This design comes from an exercise in tuning for small area, a short achievable clock period and few clock cycles per item on the open sky130 flow, not from production work.
The RTL was checked by simulation tests, not by an equivalence proof against the original design.

==> flow/design.v (outline; a module is shown in full before it is edited, if it fits) <==
// module hpsdr_telem: 166 lines
// module hpsdr_aor: 6 lines
// module hpsdr_fa: 5 lines
// module hpsdr_ha: 5 lines
// module hpsdr_s2: 1182 lines
// module hpsdr_bridge: 373 lines
// module hpsdr_cpa40: 7 lines
module hpsdr_telem (
    input  wire        clk,
    input  wire        rst,
    input  wire        in_valid,
    output wire        in_ready,
    input  wire [7:0]  in_c0,
    input  wire [31:0] in_data,
    output wire        out_valid,
    input  wire        out_ready,
    output reg  [2:0]  out_kind,
    output reg  [2:0]  out_keys,
    output reg  [31:0] out_a,
    output reg  [31:0] out_b
);
  // ...
==> flow/flow/run.sh <==
#!/bin/bash
set -euo pipefail
bash standard.sh SETUP_SLACK_MARGIN=7.2 finish > standard_flow.log 2>&1
==> flow/standard.sh <==
#!/bin/bash
# synth_recipe.tcl (not shown) runs the flow's synth.tcl, then flattens the netlist and writes it again
# the make line also repeats each setting of config.mk as NAME=value (left out here)
make -C /OpenROAD-flow-scripts/flow DESIGN_CONFIG=/design/flow/config.mk WORK_HOME=/design/flow/orfs CLKGATE_MAP_FILE= SYNTH_SCRIPT=/design/flow/synth_recipe.tcl "${@:-finish}"
==> flow/config.mk <==
export PLATFORM = sky130hd
export DESIGN_NAME = hpsdr_telem
export DESIGN_NICKNAME = hpsdr_telem
export VERILOG_FILES = /design/flow/design.v
export SDC_FILE = /design/flow/constraint.sdc
export NUM_CORES = 4
export LEC_CHECK = 0
export CAP_MARGIN = 20
export CORE_MARGIN = 2
export CORE_UTILIZATION = 40
export SLEW_MARGIN = 20
export SYNTH_HIERARCHICAL = 1
==> flow/constraint.sdc <==
create_clock -name core_clock -period 12.0 [get_ports {clk}]
set_input_delay 2.4000 -clock core_clock [delete_from_list [all_inputs] [get_ports {clk}]]
set_output_delay 2.4000 -clock core_clock [all_outputs]
set_load 0.01 [all_outputs]
==> metrics.csv, run 1 <==
metric,value,unit
Final ANT Viol Nets,0,
Critical Path Stages,13,
IO Pins,116,
register area share after synthesis,34.1,%
Post-CTS Repair Setup Buffers,1,
Reg2Reg Depth,13,
Critical Path RT,12460,ps
Clock Pin Slew Worst Setup and Hold Paths,70,ps
Fin Setup TNS,0,ps
grt met1 use,29.9,%
post-route DRC violation count,0,
crit-path most repeated cell,fa_1,
tapcell count,1060,
vias in the first global route,23081,
"Buf+Inv Stages, Crit Path",0,
Post-Layout Cell Count,4030,
multi-input gate count,2213,
Regs by FF count,"r2_t: 40 flops, r2a_ra: 40 flops, r2a_rb: 40 flops",
largest family of logic cells by synthesized area,adder cells,
RePlAce Congestion,0.967,
largest class,multi-input combinational cells,
number of enable flip-flop cells after synthesis,337,
Die H,288,um
"Cell Area, Synth",32300,um2
I/O Buffers,115,
post-synthesis mux area share,3.20,%
status,timing/DRC/antenna clean,
ant diodes,3,
most used flip-flop cell after synthesis,edfxtp_1,
# clk buffers,50,
Synth Area in XOR/XNOR,3.02,%
R2R setup slack,7270,ps
worst-margin pin slew,1080,ps
sequential cell area share,30.9,%
DIE AREA,83000,um2
metal2 WL,43.7,mm
Signal buf overhead,4.15,%
Testbench counts, summed over its fixed seeds: cycles 3,240, items 3,200.
==> module hpsdr_telem, before the edit <==
module hpsdr_telem (
    input  wire        clk,
    input  wire        rst,
    input  wire        in_valid,
    output wire        in_ready,
    input  wire [7:0]  in_c0,
    input  wire [31:0] in_data,
    output wire        out_valid,
    input  wire        out_ready,
    output reg  [2:0]  out_kind,
    output reg  [2:0]  out_keys,
    output reg  [31:0] out_a,
    output reg  [31:0] out_b
);
    localparam [2:0] K_INFO   = 3'd0;
    localparam [2:0] K_FWD    = 3'd1;
    localparam [2:0] K_REV    = 3'd2;
    localparam [2:0] K_SUPPLY = 3'd3;
    localparam [2:0] K_ADC    = 3'd4;
    localparam [2:0] K_RAW    = 3'd5;
    localparam [2:0] K_REV0   = 3'd6;    
    reg v1, v2a, v2, v3;
    reg skid_full;
    reg rdy;             
    wire en   = ~v3 | out_ready;
    wire take = in_valid & ~skid_full;
    assign in_ready  = rdy;
    assign out_valid = v3;
    reg [2:0] in_kind;
    always @(*) begin
        case (in_c0[7:3])
            5'd0:    in_kind = K_INFO;
            5'd1:    in_kind = K_FWD;
            5'd2:    in_kind = K_REV;
            5'd3:    in_kind = K_SUPPLY;
            5'd4:    in_kind = K_ADC;
            default: in_kind = K_RAW;
        endcase
    end
    reg [2:0]  sk_kind;
    reg [2:0]  sk_keys;
    reg [31:0] sk_data;
    reg        v0;
    reg [2:0]  s_kind;
    reg [2:0]  s_keys;
    reg [31:0] s_data;
    wire [15:0] s_hi   = s_data[31:16];
    wire [15:0] s_lo   = s_data[15:0];
    wire [19:0] u_hi = {1'b0, s_hi, 3'b0} + {3'b0, s_hi, 1'b0} + {4'b0, s_hi} - 20'd110;
    wire [19:0] u_lo = {1'b0, s_lo, 3'b0} + {3'b0, s_lo, 1'b0} + {4'b0, s_lo};
    wire        s_rev = (s_kind == K_REV);
    wire        s_fwd = (s_kind == K_FWD);
    wire        s_sup = (s_kind == K_SUPPLY);
    wire        s_oth = ~(s_rev | s_fwd | s_sup);
    wire [19:0] s_ub  = ({20{s_rev}} & u_hi) | ({20{s_fwd}} & u_lo);
    wire [19:0] s_us  = ({20{s_sup}} & u_lo) | ({20{s_oth}} & {4'd0, s_lo});
    reg [2:0]  r1_kind, r2a_kind, r2_kind;
    reg [2:0]  r1_keys, r2a_keys, r2_keys;
    reg [15:0] r1_h, r2a_h, r2_h;
    reg [39:0] r2a_ra, r2a_rb;
    reg        r2a_fc;
    reg [19:0] r1_ub, r1_us;
    reg [39:0] r2_t;
    reg        r2_selq_a, r2_selq_b;    
    wire [39:0] ra, rb;
    wire        fc;
    hpsdr_s2 u_s2 (.ub(r1_ub), .us(r1_us), .ra(ra), .rb(rb), .fc(fc));
    wire        conv1 = (r1_kind == K_FWD) | (r1_kind == K_REV) | (r1_kind == K_REV0) |
                        (r1_kind == K_SUPPLY);
    wire [39:0] ra_m = {conv1 ? ra[39:32] : r1_us[15:8], ra[31:0]};
    wire [39:0] rb_m = {conv1 ? rb[39:32] : r1_us[7:0],  rb[31:0]};
    wire        conv = (r2a_kind == K_FWD) | (r2a_kind == K_REV) | (r2a_kind == K_REV0) |
                       (r2a_kind == K_SUPPLY);
    wire [39:0] t;
    hpsdr_cpa40 u_cpa (.ra(r2a_ra), .rb(r2a_rb), .fc(r2a_fc), .t(t));
    wire [30:0] qb;
    hpsdr_bridge u_br (.t(r2_t), .q(qb));
    wire [7:0] c1 = r2_h[15:8];
    wire [7:0] c2 = r2_h[7:0];
    wire [7:0] c3 = r2_t[15:8];
    wire [7:0] c4 = r2_t[7:0];
    function [8:0] ver(input [7:0] v);
        reg [7:0] q, r;
        begin
            q = v / 8'd10;
            r = v % 8'd10;
            ver = {q[4:0], r[3:0]};
        end
    endfunction
    reg [2:0]  k_n;
    reg [31:0] a_r, b_r;
    always @(*) begin
        k_n = r2_kind;
        a_r = 32'd0;
        b_r = 32'd0;
        case (r2_kind)
            K_INFO:   begin a_r = {25'd0, c1[6:0]};
                            b_r = {5'd0, ver(c2), ver(c3), ver(c4)}; end
            K_FWD:    a_r = {16'd0, r2_h};
            K_REV:    b_r = {16'd0, r2_h};
            K_REV0:   begin b_r = {16'd0, r2_h}; k_n = K_REV; end
            K_SUPPLY: begin a_r = {16'd0, r2_h}; b_r = {7'd0, r2_t[24:0]}; end
            K_ADC:    begin a_r = {28'd0, c4[0], c3[0], c2[0], c1[0]};
                            b_r = {4'd0, c4[7:1], c3[7:1], c2[7:1], c1[7:1]}; end
            default:  a_r = {r2_h, r2_t[15:0]};
        endcase
    end
    wire [31:0] a_n, b_n;
    hpsdr_aor u_aor_a (.r(a_r), .s(r2_selq_a), .q({1'b0, qb}), .y(a_n));
    hpsdr_aor u_aor_b (.r(b_r), .s(r2_selq_b), .q({1'b0, qb}), .y(b_n));
    always @(posedge clk) begin
        if (rst) begin
            v0 <= 1'b0;
            v1 <= 1'b0;
            v2a <= 1'b0;
            v2 <= 1'b0;
            v3 <= 1'b0;
            skid_full <= 1'b0;
            rdy <= 1'b1;
        end else if (en) begin
            v0 <= skid_full | take;
            v1 <= v0;
            v2a <= v1;
            v2 <= v2a;
            v3 <= v2;
            skid_full <= 1'b0;
            rdy <= 1'b1;
        end else if (take) begin
            skid_full <= 1'b1;
            rdy <= 1'b0;
        end
    end
    always @(posedge clk) begin
        if (~skid_full) begin
            sk_kind <= in_kind;
            sk_keys <= in_c0[2:0];
            sk_data <= in_data;
        end
        if (en) begin
            s_kind  <= skid_full ? sk_kind : in_kind;
            s_keys  <= skid_full ? sk_keys : in_c0[2:0];
            s_data  <= skid_full ? sk_data : in_data;
            r1_kind <= (s_rev && s_hi <= 16'd10) ? K_REV0 : s_kind;
            r1_keys <= s_keys;
            r1_h    <= s_rev ? s_lo : s_hi;
            r1_ub   <= s_ub;
            r1_us   <= s_us;
            r2a_kind <= r1_kind;
            r2a_keys <= r1_keys;
            r2a_h    <= r1_h;
            r2a_ra   <= ra_m;
            r2a_rb   <= rb_m;
            r2a_fc   <= fc;
            r2_kind <= r2a_kind;
            r2_selq_a <= (r2a_kind == K_REV);
            r2_selq_b <= (r2a_kind == K_FWD);
            r2_keys <= r2a_keys;
            r2_h    <= r2a_h;
            r2_t    <= {t[39:16], conv ? t[15:0] : {r2a_ra[39:32], r2a_rb[39:32]}};
            out_kind <= k_n;
            out_keys <= r2_keys;
            out_a    <= a_n;
            out_b    <= b_n;
        end
    end
endmodule
==> module hpsdr_bridge, before the edit <==
module hpsdr_bridge (t, q);
    input wire [39:0] t;
    output wire [30:0] q;
    wire n1;
    wire n2;
    wire n3;
    wire n4;
    wire n5;
    wire n6;
    wire n7;
    wire n8;
    wire n9;
    wire n10;
    wire n11;
    wire n12;
    wire n13;
    wire n14;
    wire n15;
    wire n16;
    wire n17;
    wire n18;
    wire n19;
    wire n20;
    wire n21;
    wire n22;
    wire n23;
    wire s24;
    wire c25;
    wire s26;
    wire c27;
    wire s28;
    wire c29;
    wire s30;
    wire c31;
    wire s32;
    wire c33;
    wire s34;
    wire c35;
    wire s36;
    wire c37;
    wire s38;
    wire c39;
    wire s40;
    wire c41;
    wire s42;
    wire c43;
    wire s44;
    wire c45;
    wire s46;
    wire c47;
    wire s48;
    wire c49;
    wire s50;
    wire c51;
    wire s52;
    wire c53;
    wire s54;
    wire c55;
    wire s56;
    wire c57;
    wire s58;
    wire c59;
    wire s60;
    wire c61;
    wire s62;
    wire c63;
    wire s64;
    wire c65;
    wire s66;
    wire c67;
    wire s68;
    wire c69;
    wire s70;
    wire c71;
    wire s72;
    wire c73;
    wire s74;
    wire c75;
    wire s76;
    wire c77;
    wire s78;
    wire c79;
    wire s80;
    wire c81;
    wire s82;
    wire c83;
    wire s84;
    wire c85;
    wire s86;
    wire c87;
    wire s88;
    wire c89;
    wire s90;
    wire c91;
    wire s92;
    wire c93;
    wire s94;
    wire c95;
    wire s96;
    wire c97;
    wire s98;
    wire c99;
    wire s100;
    wire c101;
    wire s102;
    wire c103;
    wire s104;
    wire c105;
    wire s106;
    wire c107;
    wire s108;
    wire c109;
    wire s110;
    wire c111;
    wire s112;
    wire c113;
    wire s114;
    wire c115;
    wire s116;
    wire c117;
    wire s118;
    wire c119;
    wire s120;
    wire c121;
    wire s122;
    wire c123;
    wire s124;
    wire c125;
    wire s126;
    wire c127;
    wire s128;
    wire c129;
    wire s130;
    wire c131;
    wire s132;
    wire c133;
    wire s134;
    wire c135;
    wire s136;
    wire c137;
    wire s138;
    wire c139;
    wire s140;
    wire c141;
    wire s142;
    wire c143;
    wire s144;
    wire c145;
    wire s146;
    wire c147;
    wire s148;
    wire c149;
    wire s150;
    wire c151;
    wire s152;
    wire c153;
    wire s154;
    wire c155;
    wire s156;
    wire c157;
    wire s158;
    wire c159;
    wire s160;
    wire c161;
    wire s162;
    wire c163;
    wire s164;
    wire c165;
    wire s166;
    wire c167;
    wire s168;
    wire c169;
    wire s170;
    wire c171;
    wire s172;
    wire c173;
    wire s174;
    wire c175;
    wire s176;
    wire c177;
    wire s178;
    wire c179;
    wire s180;
    wire c181;
    wire s182;
    wire c183;
    wire s184;
    wire c185;
    wire s186;
    wire c187;
    wire s188;
    wire c189;
    wire s190;
    wire c191;
    wire s192;
    wire c193;
    wire s194;
    wire c195;
    wire s196;
    wire c197;
    wire s198;
    wire c199;
    wire s200;
    wire c201;
    wire s202;
    wire c203;
    wire s204;
    wire c205;
    wire s206;
    wire c207;
    wire s208;
    wire c209;
    wire s210;
    wire c211;
    wire s212;
    wire c213;
    wire s214;
    wire c215;
    wire s216;
    wire c217;
    wire s218;
    wire c219;
    wire s220;
    wire c221;
    wire s222;
    wire c223;
    wire s224;
    wire c225;
    wire s226;
    wire c227;
    wire s228;
    wire c229;
    wire s230;
    wire c231;
    wire s232;
    wire c233;
    wire s234;
    wire c235;
    wire s236;
    wire c237;
    assign n1 = ~t[17];
    assign n2 = ~t[18];
    assign n3 = ~t[19];
    assign n4 = ~t[20];
    assign n5 = ~t[21];
    assign n6 = ~t[22];
    assign n7 = ~t[23];
    assign n8 = ~t[24];
    assign n9 = ~t[25];
    assign n10 = ~t[26];
    assign n11 = ~t[27];
    assign n12 = ~t[28];
    assign n13 = ~t[29];
    assign n14 = ~t[30];
    assign n15 = ~t[31];
    assign n16 = ~t[32];
    assign n17 = ~t[33];
    assign n18 = ~t[34];
    assign n19 = ~t[35];
    assign n20 = ~t[36];
    assign n21 = ~t[37];
    assign n22 = ~t[38];
    assign n23 = ~t[39];
    hpsdr_ha s24_i (.a(t[27]), .b(n1), .s(s24), .co(c25));
    hpsdr_fa s26_i (.a(t[28]), .b(n2), .c(t[16]), .s(s26), .co(c27));
    hpsdr_ha s28_i (.a(t[29]), .b(n3), .s(s28), .co(c29));
    hpsdr_ha s30_i (.a(t[30]), .b(n4), .s(s30), .co(c31));
    hpsdr_ha s32_i (.a(t[31]), .b(n5), .s(s32), .co(c33));
    hpsdr_ha s34_i (.a(t[32]), .b(n6), .s(s34), .co(c35));
    hpsdr_ha s36_i (.a(t[33]), .b(n7), .s(s36), .co(c37));
    hpsdr_fa s38_i (.a(t[34]), .b(n8), .c(t[22]), .s(s38), .co(c39));
    hpsdr_fa s40_i (.a(t[35]), .b(n9), .c(t[23]), .s(s40), .co(c41));
    hpsdr_fa s42_i (.a(t[36]), .b(n10), .c(t[24]), .s(s42), .co(c43));
    hpsdr_fa s44_i (.a(t[37]), .b(n11), .c(t[25]), .s(s44), .co(c45));
    hpsdr_fa s46_i (.a(t[38]), .b(n12), .c(t[26]), .s(s46), .co(c47));
    hpsdr_fa s48_i (.a(t[39]), .b(n13), .c(t[27]), .s(s48), .co(c49));
    hpsdr_ha s50_i (.a(n14), .b(t[28]), .s(s50), .co(c51));
    hpsdr_ha s52_i (.a(n15), .b(t[29]), .s(s52), .co(c53));
    hpsdr_ha s54_i (.a(n16), .b(t[30]), .s(s54), .co(c55));
    hpsdr_ha s56_i (.a(n17), .b(t[31]), .s(s56), .co(c57));
    hpsdr_ha s58_i (.a(n18), .b(t[32]), .s(s58), .co(c59));
    hpsdr_ha s60_i (.a(n19), .b(t[33]), .s(s60), .co(c61));
    hpsdr_ha s62_i (.a(n20), .b(t[34]), .s(s62), .co(c63));
    hpsdr_ha s64_i (.a(n21), .b(t[35]), .s(s64), .co(c65));
    hpsdr_ha s66_i (.a(n22), .b(t[36]), .s(s66), .co(c67));
    hpsdr_ha s68_i (.a(n23), .b(t[37]), .s(s68), .co(c69));
    hpsdr_ha s70_i (.a(t[38]), .b(t[27]), .s(s70), .co(c71));
    hpsdr_ha s72_i (.a(t[39]), .b(t[28]), .s(s72), .co(c73));
    hpsdr_ha s74_i (.a(t[15]), .b(t[4]), .s(s74), .co(c75));
    hpsdr_fa s76_i (.a(t[5]), .b(1'b1), .c(s26), .s(s76), .co(c77));
    hpsdr_fa s78_i (.a(t[17]), .b(t[6]), .c(s28), .s(s78), .co(c79));
    hpsdr_fa s80_i (.a(t[18]), .b(t[7]), .c(s30), .s(s80), .co(c81));
    hpsdr_fa s82_i (.a(t[19]), .b(t[8]), .c(s32), .s(s82), .co(c83));
    hpsdr_fa s84_i (.a(t[20]), .b(t[9]), .c(s34), .s(s84), .co(c85));
    hpsdr_fa s86_i (.a(t[21]), .b(t[10]), .c(s36), .s(s86), .co(c87));
    hpsdr_fa s88_i (.a(t[11]), .b(t[0]), .c(s38), .s(s88), .co(c89));
    hpsdr_fa s90_i (.a(t[12]), .b(t[1]), .c(s40), .s(s90), .co(c91));
    hpsdr_fa s92_i (.a(t[13]), .b(t[2]), .c(s42), .s(s92), .co(c93));
    hpsdr_fa s94_i (.a(t[14]), .b(t[3]), .c(s44), .s(s94), .co(c95));
    hpsdr_fa s96_i (.a(t[15]), .b(t[4]), .c(s46), .s(s96), .co(c97));
    hpsdr_fa s98_i (.a(t[16]), .b(t[5]), .c(s48), .s(s98), .co(c99));
    hpsdr_fa s100_i (.a(t[17]), .b(t[6]), .c(s50), .s(s100), .co(c101));
    hpsdr_fa s102_i (.a(t[18]), .b(t[7]), .c(s52), .s(s102), .co(c103));
    hpsdr_fa s104_i (.a(t[19]), .b(t[8]), .c(s54), .s(s104), .co(c105));
    hpsdr_fa s106_i (.a(t[20]), .b(t[9]), .c(s56), .s(s106), .co(c107));
    hpsdr_fa s108_i (.a(t[21]), .b(t[10]), .c(s58), .s(s108), .co(c109));
    hpsdr_fa s110_i (.a(t[22]), .b(t[11]), .c(s60), .s(s110), .co(c111));
    hpsdr_fa s112_i (.a(t[23]), .b(t[12]), .c(s62), .s(s112), .co(c113));
    hpsdr_fa s114_i (.a(t[24]), .b(t[13]), .c(s64), .s(s114), .co(c115));
    hpsdr_fa s116_i (.a(t[25]), .b(t[14]), .c(s66), .s(s116), .co(c117));
    hpsdr_fa s118_i (.a(t[26]), .b(t[15]), .c(s68), .s(s118), .co(c119));
    hpsdr_fa s120_i (.a(t[16]), .b(1'b1), .c(s70), .s(s120), .co(c121));
    hpsdr_fa s122_i (.a(t[17]), .b(1'b1), .c(s72), .s(s122), .co(c123));
    hpsdr_fa s124_i (.a(t[29]), .b(t[18]), .c(1'b1), .s(s124), .co(c125));
    hpsdr_ha s126_i (.a(t[30]), .b(t[19]), .s(s126), .co(c127));
    hpsdr_ha s128_i (.a(t[31]), .b(t[20]), .s(s128), .co(c129));
    hpsdr_ha s130_i (.a(t[32]), .b(t[21]), .s(s130), .co(c131));
    hpsdr_ha s132_i (.a(t[33]), .b(t[22]), .s(s132), .co(c133));
    hpsdr_ha s134_i (.a(t[34]), .b(t[23]), .s(s134), .co(c135));
    hpsdr_ha s136_i (.a(t[35]), .b(t[24]), .s(s136), .co(c137));
    hpsdr_ha s138_i (.a(t[36]), .b(t[25]), .s(s138), .co(c139));
    hpsdr_ha s140_i (.a(t[37]), .b(t[26]), .s(s140), .co(c141));
    hpsdr_ha s142_i (.a(t[38]), .b(t[27]), .s(s142), .co(c143));
    hpsdr_ha s144_i (.a(t[39]), .b(t[28]), .s(s144), .co(c145));
    hpsdr_ha s146_i (.a(1'b1), .b(s24), .s(s146), .co(c147));
    hpsdr_fa s148_i (.a(c25), .b(s76), .c(c75), .s(s148), .co(c149));
    hpsdr_fa s150_i (.a(c27), .b(s78), .c(c77), .s(s150), .co(c151));
    hpsdr_fa s152_i (.a(c29), .b(s80), .c(c79), .s(s152), .co(c153));
    hpsdr_fa s154_i (.a(c31), .b(s82), .c(c81), .s(s154), .co(c155));
    hpsdr_fa s156_i (.a(c33), .b(s84), .c(c83), .s(s156), .co(c157));
    hpsdr_fa s158_i (.a(c35), .b(s86), .c(c85), .s(s158), .co(c159));
    hpsdr_fa s160_i (.a(c37), .b(s88), .c(c87), .s(s160), .co(c161));
    hpsdr_fa s162_i (.a(c39), .b(s90), .c(c89), .s(s162), .co(c163));
    hpsdr_fa s164_i (.a(c41), .b(s92), .c(c91), .s(s164), .co(c165));
    hpsdr_fa s166_i (.a(c43), .b(s94), .c(c93), .s(s166), .co(c167));
    hpsdr_fa s168_i (.a(c45), .b(s96), .c(c95), .s(s168), .co(c169));
    hpsdr_fa s170_i (.a(c47), .b(s98), .c(c97), .s(s170), .co(c171));
    hpsdr_fa s172_i (.a(c49), .b(s100), .c(c99), .s(s172), .co(c173));
    hpsdr_fa s174_i (.a(c51), .b(s102), .c(c101), .s(s174), .co(c175));
    hpsdr_fa s176_i (.a(c53), .b(s104), .c(c103), .s(s176), .co(c177));
    hpsdr_fa s178_i (.a(c55), .b(s106), .c(c105), .s(s178), .co(c179));
    hpsdr_fa s180_i (.a(c57), .b(s108), .c(c107), .s(s180), .co(c181));
    hpsdr_fa s182_i (.a(c59), .b(s110), .c(c109), .s(s182), .co(c183));
    hpsdr_fa s184_i (.a(c61), .b(s112), .c(c111), .s(s184), .co(c185));
    hpsdr_fa s186_i (.a(c63), .b(s114), .c(c113), .s(s186), .co(c187));
    hpsdr_fa s188_i (.a(c65), .b(s116), .c(c115), .s(s188), .co(c189));
    hpsdr_fa s190_i (.a(c67), .b(s118), .c(c117), .s(s190), .co(c191));
    hpsdr_fa s192_i (.a(c69), .b(s120), .c(c119), .s(s192), .co(c193));
    hpsdr_fa s194_i (.a(c71), .b(s122), .c(c121), .s(s194), .co(c195));
    hpsdr_fa s196_i (.a(c73), .b(s124), .c(c123), .s(s196), .co(c197));
    hpsdr_fa s198_i (.a(1'b1), .b(s126), .c(c125), .s(s198), .co(c199));
    hpsdr_fa s200_i (.a(1'b1), .b(s128), .c(c127), .s(s200), .co(c201));
    hpsdr_fa s202_i (.a(1'b1), .b(s130), .c(c129), .s(s202), .co(c203));
    hpsdr_fa s204_i (.a(1'b1), .b(s132), .c(c131), .s(s204), .co(c205));
    hpsdr_fa s206_i (.a(1'b1), .b(s134), .c(c133), .s(s206), .co(c207));
    hpsdr_fa s208_i (.a(1'b1), .b(s136), .c(c135), .s(s208), .co(c209));
    hpsdr_fa s210_i (.a(1'b1), .b(s138), .c(c137), .s(s210), .co(c211));
    hpsdr_fa s212_i (.a(1'b1), .b(s140), .c(c139), .s(s212), .co(c213));
    hpsdr_fa s214_i (.a(1'b1), .b(s142), .c(c141), .s(s214), .co(c215));
    hpsdr_fa s216_i (.a(1'b1), .b(s144), .c(c143), .s(s216), .co(c217));
    hpsdr_fa s218_i (.a(t[29]), .b(1'b1), .c(c145), .s(s218), .co(c219));
    hpsdr_ha s220_i (.a(t[30]), .b(1'b1), .s(s220), .co(c221));
    hpsdr_ha s222_i (.a(t[31]), .b(1'b1), .s(s222), .co(c223));
    hpsdr_ha s224_i (.a(t[32]), .b(1'b1), .s(s224), .co(c225));
    hpsdr_ha s226_i (.a(t[33]), .b(1'b1), .s(s226), .co(c227));
    hpsdr_ha s228_i (.a(t[34]), .b(1'b1), .s(s228), .co(c229));
    hpsdr_ha s230_i (.a(t[35]), .b(1'b1), .s(s230), .co(c231));
    hpsdr_ha s232_i (.a(t[36]), .b(1'b1), .s(s232), .co(c233));
    hpsdr_ha s234_i (.a(t[37]), .b(1'b1), .s(s234), .co(c235));
    hpsdr_ha s236_i (.a(t[38]), .b(1'b1), .s(s236), .co(c237));
    wire [45:0] full = {s236, s234, s232, s230, s228, s226, s224, s222, s220, s218, s216, s214, s212, s210, s208, s206, s204, s202, s200, s198, s196, s194, s192, s190, s188, s186, s184, s182, s180, s178, s176, s174, s172, s170, s168, s166, s164, s162, s160, s158, s156, s154, s152, s150, s148, s74} + {c235, c233, c231, c229, c227, c225, c223, c221, c219, c217, c215, c213, c211, c209, c207, c205, c203, c201, c199, c197, c195, c193, c191, c189, c187, c185, c183, c181, c179, c177, c175, c173, c171, c169, c167, c165, c163, c161, c159, c157, c155, c153, c151, c149, c147, s146};
    assign q = full[45:15];
endmodule
==> inputs of run 2 (changes only) <==
--- a/flow/design.v
+++ b/flow/design.v
@@ -14,22 +14,21 @@
 );
     localparam [2:0] K_INFO   = 3'd0;
     localparam [2:0] K_FWD    = 3'd1;
     localparam [2:0] K_REV    = 3'd2;
     localparam [2:0] K_SUPPLY = 3'd3;
     localparam [2:0] K_ADC    = 3'd4;
     localparam [2:0] K_RAW    = 3'd5;
     localparam [2:0] K_REV0   = 3'd6;    
-    reg v1, v2a, v2, v3;
+    reg v1, v2, v3;
     reg skid_full;
-    reg rdy;             
     wire en   = ~v3 | out_ready;
     wire take = in_valid & ~skid_full;
-    assign in_ready  = rdy;
+    assign in_ready  = ~skid_full;
     assign out_valid = v3;
     reg [2:0] in_kind;
     always @(*) begin
         case (in_c0[7:3])
             5'd0:    in_kind = K_INFO;
             5'd1:    in_kind = K_FWD;
             5'd2:    in_kind = K_REV;
             5'd3:    in_kind = K_SUPPLY;
@@ -49,35 +48,25 @@
     wire [19:0] u_hi = {1'b0, s_hi, 3'b0} + {3'b0, s_hi, 1'b0} + {4'b0, s_hi} - 20'd110;
     wire [19:0] u_lo = {1'b0, s_lo, 3'b0} + {3'b0, s_lo, 1'b0} + {4'b0, s_lo};
     wire        s_rev = (s_kind == K_REV);
     wire        s_fwd = (s_kind == K_FWD);
     wire        s_sup = (s_kind == K_SUPPLY);
     wire        s_oth = ~(s_rev | s_fwd | s_sup);
     wire [19:0] s_ub  = ({20{s_rev}} & u_hi) | ({20{s_fwd}} & u_lo);
     wire [19:0] s_us  = ({20{s_sup}} & u_lo) | ({20{s_oth}} & {4'd0, s_lo});
-    reg [2:0]  r1_kind, r2a_kind, r2_kind;
-    reg [2:0]  r1_keys, r2a_keys, r2_keys;
-    reg [15:0] r1_h, r2a_h, r2_h;
-    reg [39:0] r2a_ra, r2a_rb;
-    reg        r2a_fc;
+    reg [2:0]  r1_kind, r2_kind;
+    reg [2:0]  r1_keys, r2_keys;
+    reg [15:0] r1_h, r2_h;
     reg [19:0] r1_ub, r1_us;
     reg [39:0] r2_t;
-    reg        r2_selq_a, r2_selq_b;    
-    wire [39:0] ra, rb;
-    wire        fc;
-    hpsdr_s2 u_s2 (.ub(r1_ub), .us(r1_us), .ra(ra), .rb(rb), .fc(fc));
-    wire        conv1 = (r1_kind == K_FWD) | (r1_kind == K_REV) | (r1_kind == K_REV0) |
-                        (r1_kind == K_SUPPLY);
-    wire [39:0] ra_m = {conv1 ? ra[39:32] : r1_us[15:8], ra[31:0]};
-    wire [39:0] rb_m = {conv1 ? rb[39:32] : r1_us[7:0],  rb[31:0]};
-    wire        conv = (r2a_kind == K_FWD) | (r2a_kind == K_REV) | (r2a_kind == K_REV0) |
-                       (r2a_kind == K_SUPPLY);
+    wire        conv = (r1_kind == K_FWD) | (r1_kind == K_REV) | (r1_kind == K_REV0) |
+                       (r1_kind == K_SUPPLY);
     wire [39:0] t;
-    hpsdr_cpa40 u_cpa (.ra(r2a_ra), .rb(r2a_rb), .fc(r2a_fc), .t(t));
+    hpsdr_s2 u_s2 (.ub(r1_ub), .us(r1_us), .t(t));
     wire [30:0] qb;
     hpsdr_bridge u_br (.t(r2_t), .q(qb));
     wire [7:0] c1 = r2_h[15:8];
     wire [7:0] c2 = r2_h[7:0];
     wire [7:0] c3 = r2_t[15:8];
     wire [7:0] c4 = r2_t[7:0];
     function [8:0] ver(input [7:0] v);
         reg [7:0] q, r;
@@ -100,39 +89,33 @@
             K_REV:    b_r = {16'd0, r2_h};
             K_REV0:   begin b_r = {16'd0, r2_h}; k_n = K_REV; end
             K_SUPPLY: begin a_r = {16'd0, r2_h}; b_r = {7'd0, r2_t[24:0]}; end
             K_ADC:    begin a_r = {28'd0, c4[0], c3[0], c2[0], c1[0]};
                             b_r = {4'd0, c4[7:1], c3[7:1], c2[7:1], c1[7:1]}; end
             default:  a_r = {r2_h, r2_t[15:0]};
         endcase
     end
-    wire [31:0] a_n, b_n;
-    hpsdr_aor u_aor_a (.r(a_r), .s(r2_selq_a), .q({1'b0, qb}), .y(a_n));
-    hpsdr_aor u_aor_b (.r(b_r), .s(r2_selq_b), .q({1'b0, qb}), .y(b_n));
+    wire [31:0] a_n = a_r | ({32{r2_kind == K_REV}} & {1'b0, qb});
+    wire [31:0] b_n = b_r | ({32{r2_kind == K_FWD}} & {1'b0, qb});
     always @(posedge clk) begin
         if (rst) begin
             v0 <= 1'b0;
             v1 <= 1'b0;
-            v2a <= 1'b0;
             v2 <= 1'b0;
             v3 <= 1'b0;
             skid_full <= 1'b0;
-            rdy <= 1'b1;
         end else if (en) begin
             v0 <= skid_full | take;
             v1 <= v0;
-            v2a <= v1;
-            v2 <= v2a;
+            v2 <= v1;
             v3 <= v2;
             skid_full <= 1'b0;
-            rdy <= 1'b1;
         end else if (take) begin
             skid_full <= 1'b1;
-            rdy <= 1'b0;
         end
     end
     always @(posedge clk) begin
         if (~skid_full) begin
             sk_kind <= in_kind;
             sk_keys <= in_c0[2:0];
             sk_data <= in_data;
         end
@@ -140,57 +123,41 @@
             s_kind  <= skid_full ? sk_kind : in_kind;
             s_keys  <= skid_full ? sk_keys : in_c0[2:0];
             s_data  <= skid_full ? sk_data : in_data;
             r1_kind <= (s_rev && s_hi <= 16'd10) ? K_REV0 : s_kind;
             r1_keys <= s_keys;
             r1_h    <= s_rev ? s_lo : s_hi;
             r1_ub   <= s_ub;
             r1_us   <= s_us;
-            r2a_kind <= r1_kind;
-            r2a_keys <= r1_keys;
-            r2a_h    <= r1_h;
-            r2a_ra   <= ra_m;
-            r2a_rb   <= rb_m;
-            r2a_fc   <= fc;
-            r2_kind <= r2a_kind;
-            r2_selq_a <= (r2a_kind == K_REV);
-            r2_selq_b <= (r2a_kind == K_FWD);
-            r2_keys <= r2a_keys;
-            r2_h    <= r2a_h;
-            r2_t    <= {t[39:16], conv ? t[15:0] : {r2a_ra[39:32], r2a_rb[39:32]}};
+            r2_kind <= r1_kind;
+            r2_keys <= r1_keys;
+            r2_h    <= r1_h;
+            r2_t    <= {t[39:16], conv ? t[15:0] : r1_us[15:0]};
             out_kind <= k_n;
             out_keys <= r2_keys;
             out_a    <= a_n;
             out_b    <= b_n;
         end
     end
 endmodule
-module hpsdr_aor (r, s, q, y);
-    input wire [31:0] r, q;
-    input wire s;
-    output wire [31:0] y;
-    assign y = r | ({32{s}} & q);
-endmodule
 module hpsdr_fa (a, b, c, s, co);
     input wire a, b, c;
     output wire s, co;
     assign {co, s} = a + b + c;
 endmodule
 module hpsdr_ha (a, b, s, co);
     input wire a, b;
     output wire s, co;
     assign {co, s} = a + b;
 endmodule
-module hpsdr_s2 (ub, us, ra, rb, fc);
+module hpsdr_s2 (ub, us, t);
     input wire [19:0] ub;
     input wire [19:0] us;
-    output wire [39:0] ra;
-    output wire [39:0] rb;
-    output wire fc;
+    output wire [39:0] t;
     wire [19:0] un = ~us;
     wire g1;
     wire g2;
     wire g3;
     wire g4;
     wire g5;
     wire g6;
     wire g7;
@@ -1350,22 +1317,18 @@
     hpsdr_fa s699_i (.a(c490), .b(s595), .c(c594), .s(s699), .co(c700));
     hpsdr_fa s701_i (.a(c494), .b(s597), .c(c596), .s(s701), .co(c702));
     hpsdr_fa s703_i (.a(c498), .b(s599), .c(c598), .s(s703), .co(c704));
     hpsdr_fa s705_i (.a(c500), .b(s601), .c(c600), .s(s705), .co(c706));
     hpsdr_fa s707_i (.a(c502), .b(s603), .c(c602), .s(s707), .co(c708));
     hpsdr_fa s709_i (.a(1'b1), .b(s605), .c(c604), .s(s709), .co(c710));
     hpsdr_fa s711_i (.a(g193), .b(1'b1), .c(c606), .s(s711), .co(c712));
     hpsdr_fa s713_i (.a(g194), .b(ub[19]), .c(1'b1), .s(s713), .co(c714));
-    wire [54:0] ra_ = {1'b1, s713, s711, s709, s707, s705, s703, s701, s699, s697, s695, s693, s691, s689, s687, s685, s683, s681, s679, s677, s675, s673, s671, s669, s667, s665, s663, s661, s659, s657, s655, s653, s651, s649, s647, s645, s643, s641, s639, s637, s635, s633, s631, s629, s627, s625, s623, s621, s619, s617, s615, s613, s611, s609, s503};
-    wire [54:0] rb_ = {c714, c712, c710, c708, c706, c704, c702, c700, c698, c696, c694, c692, c690, c688, c686, c684, c682, c680, c678, c676, c674, c672, c670, c668, c666, c664, c662, c660, c658, c656, c654, c652, c650, c648, c646, c644, c642, c640, c638, c636, c634, c632, c630, c628, c626, c624, c622, c620, c618, c616, c614, c612, c610, c608, s607};
-    wire [15:0] fs_ = {1'b0, ra_[14:0]} + {1'b0, rb_[14:0]};
-    assign fc = fs_[15];
-    assign ra = ra_[54:15];
-    assign rb = rb_[54:15];
+    wire [54:0] full = {1'b1, s713, s711, s709, s707, s705, s703, s701, s699, s697, s695, s693, s691, s689, s687, s685, s683, s681, s679, s677, s675, s673, s671, s669, s667, s665, s663, s661, s659, s657, s655, s653, s651, s649, s647, s645, s643, s641, s639, s637, s635, s633, s631, s629, s627, s625, s623, s621, s619, s617, s615, s613, s611, s609, s503} + {c714, c712, c710, c708, c706, c704, c702, c700, c698, c696, c694, c692, c690, c688, c686, c684, c682, c680, c678, c676, c674, c672, c670, c668, c666, c664, c662, c660, c658, c656, c654, c652, c650, c648, c646, c644, c642, c640, c638, c636, c634, c632, c630, c628, c626, c624, c622, c620, c618, c616, c614, c612, c610, c608, s607};
+    assign t = full[54:15];
 endmodule
 module hpsdr_bridge (t, q);
     input wire [39:0] t;
     output wire [30:0] q;
     wire n1;
     wire n2;
     wire n3;
     wire n4;
@@ -1727,18 +1690,302 @@
     hpsdr_ha s222_i (.a(t[31]), .b(1'b1), .s(s222), .co(c223));
     hpsdr_ha s224_i (.a(t[32]), .b(1'b1), .s(s224), .co(c225));
     hpsdr_ha s226_i (.a(t[33]), .b(1'b1), .s(s226), .co(c227));
     hpsdr_ha s228_i (.a(t[34]), .b(1'b1), .s(s228), .co(c229));
     hpsdr_ha s230_i (.a(t[35]), .b(1'b1), .s(s230), .co(c231));
     hpsdr_ha s232_i (.a(t[36]), .b(1'b1), .s(s232), .co(c233));
     hpsdr_ha s234_i (.a(t[37]), .b(1'b1), .s(s234), .co(c235));
     hpsdr_ha s236_i (.a(t[38]), .b(1'b1), .s(s236), .co(c237));
-    wire [45:0] full = {s236, s234, s232, s230, s228, s226, s224, s222, s220, s218, s216, s214, s212, s210, s208, s206, s204, s202, s200, s198, s196, s194, s192, s190, s188, s186, s184, s182, s180, s178, s176, s174, s172, s170, s168, s166, s164, s162, s160, s158, s156, s154, s152, s150, s148, s74} + {c235, c233, c231, c229, c227, c225, c223, c221, c219, c217, c215, c213, c211, c209, c207, c205, c203, c201, c199, c197, c195, c193, c191, c189, c187, c185, c183, c181, c179, c177, c175, c173, c171, c169, c167, c165, c163, c161, c159, c157, c155, c153, c151, c149, c147, s146};
+    wire [45:0] full;
+    hpsdr_add46 u_add (.a({s236, s234, s232, s230, s228, s226, s224, s222, s220, s218, s216, s214, s212, s210, s208, s206, s204, s202, s200, s198, s196, s194, s192, s190, s188, s186, s184, s182, s180, s178, s176, s174, s172, s170, s168, s166, s164, s162, s160, s158, s156, s154, s152, s150, s148, s74}), .b({c235, c233, c231, c229, c227, c225, c223, c221, c219, c217, c215, c213, c211, c209, c207, c205, c203, c201, c199, c197, c195, c193, c191, c189, c187, c185, c183, c181, c179, c177, c175, c173, c171, c169, c167, c165, c163, c161, c159, c157, c155, c153, c151, c149, c147, s146}), .s(full));
     assign q = full[45:15];
 endmodule
-module hpsdr_cpa40 (ra, rb, fc, t);
-    input wire [39:0] ra, rb;
-    input wire fc;
-    output wire [39:0] t;
-    wire [40:0] s = {ra, 1'b1} + {rb, fc};
-    assign t = s[40:1];
+module hpsdr_add46 (a, b, s);
+    input wire [45:0] a, b;
+    output wire [45:0] s;
+    wire [45:0] g0 = a & b;
+    wire [45:0] p0 = a ^ b;
+    wire g1 = g0[1] | (p0[1] & g0[0]);
+    wire p1 = p0[1] & p0[0];
+    wire g2 = g0[3] | (p0[3] & g0[2]);
+    wire p2 = p0[3] & p0[2];
+    wire g3 = g0[5] | (p0[5] & g0[4]);
+    wire p3 = p0[5] & p0[4];
+    wire g4 = g0[7] | (p0[7] & g0[6]);
+    wire p4 = p0[7] & p0[6];
+    wire g5 = g0[9] | (p0[9] & g0[8]);
+    wire p5 = p0[9] & p0[8];
+    wire g6 = g0[11] | (p0[11] & g0[10]);
+    wire p6 = p0[11] & p0[10];
+    wire g7 = g0[13] | (p0[13] & g0[12]);
+    wire p7 = p0[13] & p0[12];
+    wire g8 = g0[15] | (p0[15] & g0[14]);
+    wire p8 = p0[15] & p0[14];
+    wire g9 = g0[17] | (p0[17] & g0[16]);
+    wire p9 = p0[17] & p0[16];
+    wire g10 = g0[19] | (p0[19] & g0[18]);
+    wire p10 = p0[19] & p0[18];
+    wire g11 = g0[21] | (p0[21] & g0[20]);
+    wire p11 = p0[21] & p0[20];
+    wire g12 = g0[23] | (p0[23] & g0[22]);
+    wire p12 = p0[23] & p0[22];
+    wire g13 = g0[25] | (p0[25] & g0[24]);
+    wire p13 = p0[25] & p0[24];
+    wire g14 = g0[27] | (p0[27] & g0[26]);
+    wire p14 = p0[27] & p0[26];
+    wire g15 = g0[29] | (p0[29] & g0[28]);
+    wire p15 = p0[29] & p0[28];
+    wire g16 = g0[31] | (p0[31] & g0[30]);
+    wire p16 = p0[31] & p0[30];
+    wire g17 = g0[33] | (p0[33] & g0[32]);
+    wire p17 = p0[33] & p0[32];
+    wire g18 = g0[35] | (p0[35] & g0[34]);
+    wire p18 = p0[35] & p0[34];
+    wire g19 = g0[37] | (p0[37] & g0[36]);
+    wire p19 = p0[37] & p0[36];
+    wire g20 = g0[39] | (p0[39] & g0[38]);
+    wire p20 = p0[39] & p0[38];
+    wire g21 = g0[41] | (p0[41] & g0[40]);
+    wire p21 = p0[41] & p0[40];
+    wire g22 = g0[43] | (p0[43] & g0[42]);
+    wire p22 = p0[43] & p0[42];
+    wire g23 = g0[45] | (p0[45] & g0[44]);
+    wire p23 = p0[45] & p0[44];
+    wire g24 = g0[2] | (p0[2] & g1);
+    wire p24 = p0[2] & p1;
+    wire g25 = g2 | (p2 & g1);
+    wire p25 = p2 & p1;
+    wire g26 = g0[6] | (p0[6] & g3);
+    wire p26 = p0[6] & p3;
+    wire g27 = g4 | (p4 & g3);
+    wire p27 = p4 & p3;
+    wire g28 = g0[10] | (p0[10] & g5);
+    wire p28 = p0[10] & p5;
+    wire g29 = g6 | (p6 & g5);
+    wire p29 = p6 & p5;
+    wire g30 = g0[14] | (p0[14] & g7);
+    wire p30 = p0[14] & p7;
+    wire g31 = g8 | (p8 & g7);
+    wire p31 = p8 & p7;
+    wire g32 = g0[18] | (p0[18] & g9);
+    wire p32 = p0[18] & p9;
+    wire g33 = g10 | (p10 & g9);
+    wire p33 = p10 & p9;
+    wire g34 = g0[22] | (p0[22] & g11);
+    wire p34 = p0[22] & p11;
+    wire g35 = g12 | (p12 & g11);
+    wire p35 = p12 & p11;
+    wire g36 = g0[26] | (p0[26] & g13);
+    wire p36 = p0[26] & p13;
+    wire g37 = g14 | (p14 & g13);
+    wire p37 = p14 & p13;
+    wire g38 = g0[30] | (p0[30] & g15);
+    wire p38 = p0[30] & p15;
+    wire g39 = g16 | (p16 & g15);
+    wire p39 = p16 & p15;
+    wire g40 = g0[34] | (p0[34] & g17);
+    wire p40 = p0[34] & p17;
+    wire g41 = g18 | (p18 & g17);
+    wire p41 = p18 & p17;
+    wire g42 = g0[38] | (p0[38] & g19);
+    wire p42 = p0[38] & p19;
+    wire g43 = g20 | (p20 & g19);
+    wire p43 = p20 & p19;
+    wire g44 = g0[42] | (p0[42] & g21);
+    wire p44 = p0[42] & p21;
+    wire g45 = g22 | (p22 & g21);
+    wire p45 = p22 & p21;
+    wire g46 = g0[4] | (p0[4] & g25);
+    wire p46 = p0[4] & p25;
+    wire g47 = g3 | (p3 & g25);
+    wire p47 = p3 & p25;
+    wire g48 = g26 | (p26 & g25);
+    wire p48 = p26 & p25;
+    wire g49 = g27 | (p27 & g25);
+    wire p49 = p27 & p25;
+    wire g50 = g0[12] | (p0[12] & g29);
+    wire p50 = p0[12] & p29;
+    wire g51 = g7 | (p7 & g29);
+    wire p51 = p7 & p29;
+    wire g52 = g30 | (p30 & g29);
+    wire p52 = p30 & p29;
+    wire g53 = g31 | (p31 & g29);
+    wire p53 = p31 & p29;
+    wire g54 = g0[20] | (p0[20] & g33);
+    wire p54 = p0[20] & p33;
+    wire g55 = g11 | (p11 & g33);
+    wire p55 = p11 & p33;
+    wire g56 = g34 | (p34 & g33);
+    wire p56 = p34 & p33;
+    wire g57 = g35 | (p35 & g33);
+    wire p57 = p35 & p33;
+    wire g58 = g0[28] | (p0[28] & g37);
+    wire p58 = p0[28] & p37;
+    wire g59 = g15 | (p15 & g37);
+    wire p59 = p15 & p37;
+    wire g60 = g38 | (p38 & g37);
+    wire p60 = p38 & p37;
+    wire g61 = g39 | (p39 & g37);
+    wire p61 = p39 & p37;
+    wire g62 = g0[36] | (p0[36] & g41);
+    wire p62 = p0[36] & p41;
+    wire g63 = g19 | (p19 & g41);
+    wire p63 = p19 & p41;
+    wire g64 = g42 | (p42 & g41);
+    wire p64 = p42 & p41;
+    wire g65 = g43 | (p43 & g41);
+    wire p65 = p43 & p41;
+    wire g66 = g0[44] | (p0[44] & g45);
+    wire p66 = p0[44] & p45;
+    wire g67 = g23 | (p23 & g45);
+    wire p67 = p23 & p45;
+    wire g68 = g0[8] | (p0[8] & g49);
+    wire p68 = p0[8] & p49;
+    wire g69 = g5 | (p5 & g49);
+    wire p69 = p5 & p49;
+    wire g70 = g28 | (p28 & g49);
+    wire p70 = p28 & p49;
+    wire g71 = g29 | (p29 & g49);
+    wire p71 = p29 & p49;
+    wire g72 = g50 | (p50 & g49);
+    wire p72 = p50 & p49;
+    wire g73 = g51 | (p51 & g49);
+    wire p73 = p51 & p49;
+    wire g74 = g52 | (p52 & g49);
+    wire p74 = p52 & p49;
+    wire g75 = g53 | (p53 & g49);
+    wire p75 = p53 & p49;
+    wire g76 = g0[24] | (p0[24] & g57);
+    wire p76 = p0[24] & p57;
+    wire g77 = g13 | (p13 & g57);
+    wire p77 = p13 & p57;
+    wire g78 = g36 | (p36 & g57);
+    wire p78 = p36 & p57;
+    wire g79 = g37 | (p37 & g57);
+    wire p79 = p37 & p57;
+    wire g80 = g58 | (p58 & g57);
+    wire p80 = p58 & p57;
+    wire g81 = g59 | (p59 & g57);
+    wire p81 = p59 & p57;
+    wire g82 = g60 | (p60 & g57);
+    wire p82 = p60 & p57;
+    wire g83 = g61 | (p61 & g57);
+    wire p83 = p61 & p57;
+    wire g84 = g0[40] | (p0[40] & g65);
+    wire p84 = p0[40] & p65;
+    wire g85 = g21 | (p21 & g65);
+    wire p85 = p21 & p65;
+    wire g86 = g44 | (p44 & g65);
+    wire p86 = p44 & p65;
+    wire g87 = g45 | (p45 & g65);
+    wire p87 = p45 & p65;
+    wire g88 = g66 | (p66 & g65);
+    wire p88 = p66 & p65;
+    wire g89 = g67 | (p67 & g65);
+    wire p89 = p67 & p65;
+    wire g90 = g0[16] | (p0[16] & g75);
+    wire p90 = p0[16] & p75;
+    wire g91 = g9 | (p9 & g75);
+    wire p91 = p9 & p75;
+    wire g92 = g32 | (p32 & g75);
+    wire p92 = p32 & p75;
+    wire g93 = g33 | (p33 & g75);
+    wire p93 = p33 & p75;
+    wire g94 = g54 | (p54 & g75);
+    wire p94 = p54 & p75;
+    wire g95 = g55 | (p55 & g75);
+    wire p95 = p55 & p75;
+    wire g96 = g56 | (p56 & g75);
+    wire p96 = p56 & p75;
+    wire g97 = g57 | (p57 & g75);
+    wire p97 = p57 & p75;
+    wire g98 = g76 | (p76 & g75);
+    wire p98 = p76 & p75;
+    wire g99 = g77 | (p77 & g75);
+    wire p99 = p77 & p75;
+    wire g100 = g78 | (p78 & g75);
+    wire p100 = p78 & p75;
+    wire g101 = g79 | (p79 & g75);
+    wire p101 = p79 & p75;
+    wire g102 = g80 | (p80 & g75);
+    wire p102 = p80 & p75;
+    wire g103 = g81 | (p81 & g75);
+    wire p103 = p81 & p75;
+    wire g104 = g82 | (p82 & g75);
+    wire p104 = p82 & p75;
+    wire g105 = g83 | (p83 & g75);
+    wire p105 = p83 & p75;
+    wire g106 = g0[32] | (p0[32] & g105);
+    wire p106 = p0[32] & p105;
+    wire g107 = g17 | (p17 & g105);
+    wire p107 = p17 & p105;
+    wire g108 = g40 | (p40 & g105);
+    wire p108 = p40 & p105;
+    wire g109 = g41 | (p41 & g105);
+    wire p109 = p41 & p105;
+    wire g110 = g62 | (p62 & g105);
+    wire p110 = p62 & p105;
+    wire g111 = g63 | (p63 & g105);
+    wire p111 = p63 & p105;
+    wire g112 = g64 | (p64 & g105);
+    wire p112 = p64 & p105;
+    wire g113 = g65 | (p65 & g105);
+    wire p113 = p65 & p105;
+    wire g114 = g84 | (p84 & g105);
+    wire p114 = p84 & p105;
+    wire g115 = g85 | (p85 & g105);
+    wire p115 = p85 & p105;
+    wire g116 = g86 | (p86 & g105);
+    wire p116 = p86 & p105;
+    wire g117 = g87 | (p87 & g105);
+    wire p117 = p87 & p105;
+    wire g118 = g88 | (p88 & g105);
+    wire p118 = p88 & p105;
+    wire g119 = g89 | (p89 & g105);
+    wire p119 = p89 & p105;
+    assign s[0] = p0[0];
+    assign s[1] = p0[1] ^ g0[0];
+    assign s[2] = p0[2] ^ g1;
+    assign s[3] = p0[3] ^ g24;
+    assign s[4] = p0[4] ^ g25;
+    assign s[5] = p0[5] ^ g46;
+    assign s[6] = p0[6] ^ g47;
+    assign s[7] = p0[7] ^ g48;
+    assign s[8] = p0[8] ^ g49;
+    assign s[9] = p0[9] ^ g68;
+    assign s[10] = p0[10] ^ g69;
+    assign s[11] = p0[11] ^ g70;
+    assign s[12] = p0[12] ^ g71;
+    assign s[13] = p0[13] ^ g72;
+    assign s[14] = p0[14] ^ g73;
+    assign s[15] = p0[15] ^ g74;
+    assign s[16] = p0[16] ^ g75;
+    assign s[17] = p0[17] ^ g90;
+    assign s[18] = p0[18] ^ g91;
+    assign s[19] = p0[19] ^ g92;
+    assign s[20] = p0[20] ^ g93;
+    assign s[21] = p0[21] ^ g94;
+    assign s[22] = p0[22] ^ g95;
+    assign s[23] = p0[23] ^ g96;
+    assign s[24] = p0[24] ^ g97;
+    assign s[25] = p0[25] ^ g98;
+    assign s[26] = p0[26] ^ g99;
+    assign s[27] = p0[27] ^ g100;
+    assign s[28] = p0[28] ^ g101;
+    assign s[29] = p0[29] ^ g102;
+    assign s[30] = p0[30] ^ g103;
+    assign s[31] = p0[31] ^ g104;
+    assign s[32] = p0[32] ^ g105;
+    assign s[33] = p0[33] ^ g106;
+    assign s[34] = p0[34] ^ g107;
+    assign s[35] = p0[35] ^ g108;
+    assign s[36] = p0[36] ^ g109;
+    assign s[37] = p0[37] ^ g110;
+    assign s[38] = p0[38] ^ g111;
+    assign s[39] = p0[39] ^ g112;
+    assign s[40] = p0[40] ^ g113;
+    assign s[41] = p0[41] ^ g114;
+    assign s[42] = p0[42] ^ g115;
+    assign s[43] = p0[43] ^ g116;
+    assign s[44] = p0[44] ^ g117;
+    assign s[45] = p0[45] ^ g118;
 endmodule
==> flow/flow/run.sh (replaced) <==
#!/bin/bash
set -euo pipefail
bash standard.sh SETUP_SLACK_MARGIN=7 finish > standard_flow.log 2>&1
==> metrics.csv, run 2 <==
metric,value,unit,change
Min-Delay Path Class,reg -> reg,,
type of origin of the critical path,flop,,
period utilization,43.3,%,
status,timing/DRC/antenna clean,,
initial DRC count,1724,,
"most common cell after layout, fill and taps aside",fa_1,,
Post-DP HPWL,63.6,mm,
Cells after Synth,2542,,
nets@finish,3416,,
IO Pins,116,,unchanged
crit-path most repeated cell,fa_1,,
RePlAce Congestion,0.932,,-3.6%
met2 Use GR,41.5,%,
Fin Setup TNS,0,ps,unchanged
Vias,21291,,
R2R setup slack,6810,ps,-460 ps
Hold Path Depth,0,,
Skew-Pair Late Insertion Delay,560,ps,
Reg2Reg Depth,17,,+4
met3 usage,3.75,%,
Setup CP Type,reg -> reg,,
CTS sink cnt,274,,
Largest register FFs,40,,
Max Clk Rate,193,MHz,
largest stage delay on the critical path,580,ps,
Crit. Startpoint,r1_ub[18],,
Root Driver,clkbuf_16,,
Critical R2R Capture,r2_t[39],,
I/O Buffers,114,,-0.87%
Critical Path RT,12390,ps,-70 ps
Slew Limit Fails,0,,
crit path DAT,5590,ps,
worst-margin pin slew,1100,ps,+20.6 ps
CP top delay family,adder cells,,
vias in the first global route,21706,,-6.0%
Max-slew headroom,26.4,%,
H-tree depth,2,,
Clock Pin Slew Worst Setup and Hold Paths,60,ps,about the same
WL/cell,23.6,um,
Critical Path Stages,17,,+4
CTS tree,built,,
Worst setup EP type,flop,,
clock skew,40.1,ps,
Critical Path End,r2_t[39],,
Final setup viols,0,,
"critical path, cell by cell","buf_6, buf_6, and2_4, fa_1, fa_1, fa_1, fa_1, fa_1, ha_4, a21oi_4, o21ai_2, a21oi_2, o21bai_1, a221o_1, a21o_1, or3_1, nand4_1",,
share of layout cells above drive strength 1,17.3,%,
Worst Path Max Fanout,5,,
synthesized area per cell,10.8,um2,
RSZ-0062 raised after global routing,true,,
Die X,266,um,
gr ovfl total,0,,
setup slack after placement,6010,ps,
DRT Pass-1 Iters,6,,
Core Footprint,68200,um2,
Worst path slowest cell,fa_1,,
overall routing resource usage,24.8,%,
Die H,266,um,-7.7%
DIE AREA,70800,um2,-15%
GR peak layer,met2,,
worst setup margin,6810,ps,
Yosys warnings,7,,
largest net degree at the start of global routing,73,,
Rows,96,,
initial antenna violation count,2,,
CTS Hold Bufs,0,,
max_cap viols,0,,
"Buf+Inv Stages, Crit Path",2,,+2
first-pass GRT wire length,133,mm,
Final Hold Slack,412,ps,
vias per cell,5.71,,
reg2reg start,r1_ub[18],,
Fin. Hold Viols,0,,
post-route DRC violation count,0,,unchanged
minimum clock period,5190,ps,
grt met1 use,33.4,%,+3.5 points
Largest Register,r2_t,,
Total Routed Length,88.0,mm,
most frequent cells in the layout,"322 x fa_1, 231 x edfxtp_1, 222 x nand2_1",,
Initial Util,40.3,%,
"Cell Area, Synth",27500,um2,-15%
TritonCTS Buffers,34,,
Final ANT Viol Nets,0,,unchanged
CTS Buffer Depth,3,,
Area Overhead vs Synth,20.4,%,
==> run 2: per-stage QoR <==
step / utilization (%) / instances / cell area (um2)
after CTS: 47.0 / 3666 / 32100
after detailed placement: 43.3 / 3496 / 29600
after global placement: 43.3 / 3496 / 29600
after global routing: 48.5 / 3728 / 33100
final: 48.5 / 3729 / 33100
after floorplan: - / 2599 / 27700
==> run 2: per-layer routing <==
| metal | vias to the layer above | share of wire, % |
|---|---|---|
| li1 | 9558 | - |
| met1 | 10740 | 42 |
| met2 | 828 | 48 |
| met3 | 165 | 6.5 |
| met4 | 0 | 3.2 |
| met5 | - | 0 |
==> run 2: worst min path at each step <==
stage / slack [ps] / end / startpoint
after floorplan: 400 / out_keys[0] / r2_keys[0]
after global placement: 400 / r2_keys[2] / r1_keys[2]
after detailed placement: 400 / r2_h[12] / r1_h[12]
after CTS: 410 / r2_h[2] / r1_h[2]
after global routing: 420 / out_keys[2] / r2_keys[2]
final: 410 / r2_h[2] / r1_h[2]
==> run 2: area by class of cell <==
type	count	area, um2
Antenna cell	1	2.50
Clock buffer	49	998
Clock inverter	13	124
Fill cell	6191	35200
Inverter	143	544
Multi-Input combinational cell	2069	19800
Sequential cell	274	7800
Tap cell	882	1100
Timing Repair Buffer	298	2690
==> run 2: what timing repair did <==
action / in CTS / in global routing
endpoints found under the hold margin: 0 / 0
buffers inserted: 108 / 62
pin swaps: 60 / 82
gates resized for setup: 128 / 95
setup endpoints to repair: 43 / 119
Testbench counts of run 2, summed over its fixed seeds: cycles 3,232, items 3,200.
==> inputs of run 3 (changes only) <==
--- a/flow/design.v
+++ b/flow/design.v
@@ -39,10 +39,9 @@
     reg [2:0]  sk_kind;
     reg [2:0]  sk_keys;
     reg [31:0] sk_data;
-    reg        v0;
-    reg [2:0]  s_kind;
-    reg [2:0]  s_keys;
-    reg [31:0] s_data;
+    wire [2:0]  s_kind = skid_full ? sk_kind : in_kind;
+    wire [2:0]  s_keys = skid_full ? sk_keys : in_c0[2:0];
+    wire [31:0] s_data = skid_full ? sk_data : in_data;
     wire [15:0] s_hi   = s_data[31:16];
     wire [15:0] s_lo   = s_data[15:0];
     wire [19:0] u_hi = {1'b0, s_hi, 3'b0} + {3'b0, s_hi, 1'b0} + {4'b0, s_hi} - 20'd110;
@@ -98,14 +97,12 @@
     wire [31:0] b_n = b_r | ({32{r2_kind == K_FWD}} & {1'b0, qb});
     always @(posedge clk) begin
         if (rst) begin
-            v0 <= 1'b0;
             v1 <= 1'b0;
             v2 <= 1'b0;
             v3 <= 1'b0;
             skid_full <= 1'b0;
         end else if (en) begin
-            v0 <= skid_full | take;
-            v1 <= v0;
+            v1 <= skid_full | take;
             v2 <= v1;
             v3 <= v2;
             skid_full <= 1'b0;
@@ -120,9 +117,6 @@
             sk_data <= in_data;
         end
         if (en) begin
-            s_kind  <= skid_full ? sk_kind : in_kind;
-            s_keys  <= skid_full ? sk_keys : in_c0[2:0];
-            s_data  <= skid_full ? sk_data : in_data;
             r1_kind <= (s_rev && s_hi <= 16'd10) ? K_REV0 : s_kind;
             r1_keys <= s_keys;
             r1_h    <= s_rev ? s_lo : s_hi;
==> metrics.csv, run 3 <==
metric,value,unit,change
vias in the first global route,21587,,-0.55%
Hold Path Depth,0,,unchanged
multi-input logic area,20400,um2,+2.9%
type of origin of the critical path,input port,,
Fin. Hold Viols,0,,unchanged
ant diodes,0,,-1
crit path DAT,5430,ps,-160 ps
Worst setup EP type,flop,,
IO Pins,116,,unchanged
crit-path most repeated cell,fa_2,,
gr ovfl total,0,,unchanged
Yosys warnings,7,,unchanged
minimum clock period,5170,ps,-26.4 ps
Final ANT Viol Nets,0,,unchanged
share of layout cells above drive strength 1,21.5,%,+4.2 points
Rows,93,,-3.1%
Worst path slowest cell,fa_2,,
Die X,260,um,-2.4%
Min-Delay Path Class,reg -> reg,,
Seq. cell area,6640,um2,-15%
CTS Buffer Depth,3,,unchanged
status,timing/DRC/antenna clean,,
Total Routed Length,83.3,mm,-5.3%
Initial Util,40.5,%,+0.22 points
DRT Pass-1 Iters,5,,-1
largest stage delay on the critical path,560,ps,-20 ps
largest net degree at the start of global routing,80,,+9.6%
Cells after Synth,2492,,-2.0%
RSZ-0062 raised after global routing,true,,
synthesized area per cell,10.5,um2,-2.9%
Vias,21008,,-1.3%
Clock Pin Slew Worst Setup and Hold Paths,60,ps,about the same
CTS sink cnt,235,,-14%
RePlAce Congestion,0.913,,-2.0%
"critical path, cell by cell","buf_6, mux2_4, buf_12, fa_2, fa_2, ha_4, buf_4, nor3_4, nor2_2, nand3_2, nand3b_1, or3_4, a211oi_4, o32ai_2",,
nets@finish,3409,,-0.20%
I/O Buffers,114,,unchanged
Root Driver,clkbuf_16,,
TritonCTS Buffers,26,,-24%
Regs by FF count,"r2_t: 40 flops, out_a: 32 flops, sk_data: 32 flops",,
Max Clk Rate,193,MHz,+0.51%
first-pass GRT wire length,126,mm,-5.1%
Area Overhead vs Synth,24.5,%,
max_cap viols,0,,unchanged
Setup CP Type,in -> reg,,
"Cell Area, Synth",26100,um2,-4.8%
Final Hold Slack,408,ps,-3.62 ps
Largest Register,r2_t,,
Worst Path Max Fanout,4,,-1
DIE AREA,67400,um2,-4.8%
Fill cells,5695,,-8.0%
post-route DRC violation count,0,,unchanged
Fin Setup TNS,0,ps,unchanged
initial DRC count,1428,,-17%
vias per cell,5.70,,-0.18%
initial antenna violation count,5,,+3
Final setup viols,0,,unchanged
most frequent cells in the layout,"313 x fa_1, 207 x buf_4, 205 x nand2_1",,
"most common cell after layout, fill and taps aside",fa_1,,
clock skew,24.8,ps,-15.3 ps
Core Footprint,64600,um2,-5.3%
overall routing resource usage,24.3,%,-0.51 points
Final Util,50.4,%,+1.9 points
Slew Limit Fails,0,,unchanged
Max-slew headroom,40.2,%,+14 points
Largest register FFs,40,,unchanged
period utilization,43.1,%,-0.22 points
Die H,260,um,-2.4%
Reg2Reg Depth,16,,-1
WL/cell,22.6,um,-4.2%
worst-margin pin slew,898,ps,-205 ps
Critical Path RT,12260,ps,-130 ps
Post-DP HPWL,59.1,mm,-7.2%
H-tree depth,1,,-1
CTS tree,built,,
Skew-Pair Late Insertion Delay,570,ps,about the same
[run 3: critical path: cells and delay by family]
family	cells	cell delay [ps]
mux	1	310
fa+ha+maj	3	1120
compound gates	2	390
buf+inv	3	370
simple gates	5	840
[run 3: per-stage QoR]
step	cell area [um2]	std cells	setup WS [ps]
2_1_floorplan	26600	2549	6510
3_3_place_gp	28400	3418	5850
3_5_place_dp	28400	3419	5810
4_1_cts	31300	3625	6880
5_1_grt	32500	3686	6680
6_report	32500	3686	6830
[run 3: layout make-up]
cell class              count  area share [%]
well taps                 855            3.29
multi-input cells        2040            62.6
inverters                 161            1.88
flip-flops and latches    235            20.4
clock inverters            15           0.434
clock buffers              31            2.09
repair buffers            349            9.28
[run 3: what timing repair did]
| item | in CTS | in global routing |
|---|---|---|
| endpoints found under the hold margin | 0 | 0 |
| hold buffers | 0 | 0 |
| pin swaps | 93 | 116 |
| setup endpoints to repair | 149 | 53 |
| resized for setup | 206 | 164 |
| buffers inserted | 160 | 61 |
[run 3: final timing paths]
path | start | endpoint | slack, ps
setup reg to reg | r1_ub[15] | r2_t[38] | 6840
hold reg to reg | r2_keys[0] | out_keys[0] | 410
setup / recovery | in_data[19] | r1_ub[16] | 6830
hold / removal | r2_keys[0] | out_keys[0] | 410
[run 3: layer usage]
layer / track usage (%) / up-vias / wire length [um]
li1: - / 9417 / -
met1: 31.4 / 10506 / 33900
met2: 40.6 / 847 / 39900
met3: 2.91 / 236 / 4660
met4: 11.8 / 2 / 4810
met5: 0 / - / 13
Testbench counts of run 3, summed over its fixed seeds: cycles 3,224, items 3,200.

## separate check: timing with driven ports
The results above use ideal ports. As a check the final layouts listed here were re-extracted and re-timed, cells and wires unchanged.
Step 1 sets driving cells, clkbuf_16 on the clock port and buf_2 on the other inputs (assumed; they add their load-dependent delay and slew).
Step 2, shift: input delay + t, output delay - t, t = (earliest + latest rising clock arrival at the registers) / 2. This alone moves slack from input paths to output paths.
a / b / c = ideal / step 1 / step 2; a / b = the first two.
| run | shift t [ns] | slack for setup (ns) | cell pins on the clock port's net |
|---|---|---|---|
| run 1 | 0.641 | 7.266 / 7.266 / 6.787 | 1 |
| run 2 | 0.599 | 6.805 / 6.805 / 6.756 | 1 |
| run 3 | 0.621 | 6.832 / 6.836 / 6.245 | 1 |
After both steps setup and hold are still met in every run listed. For run 3, which loses most, drivers alone change the setup slack by +0.004 ns; drivers and shift together by -0.587 ns.
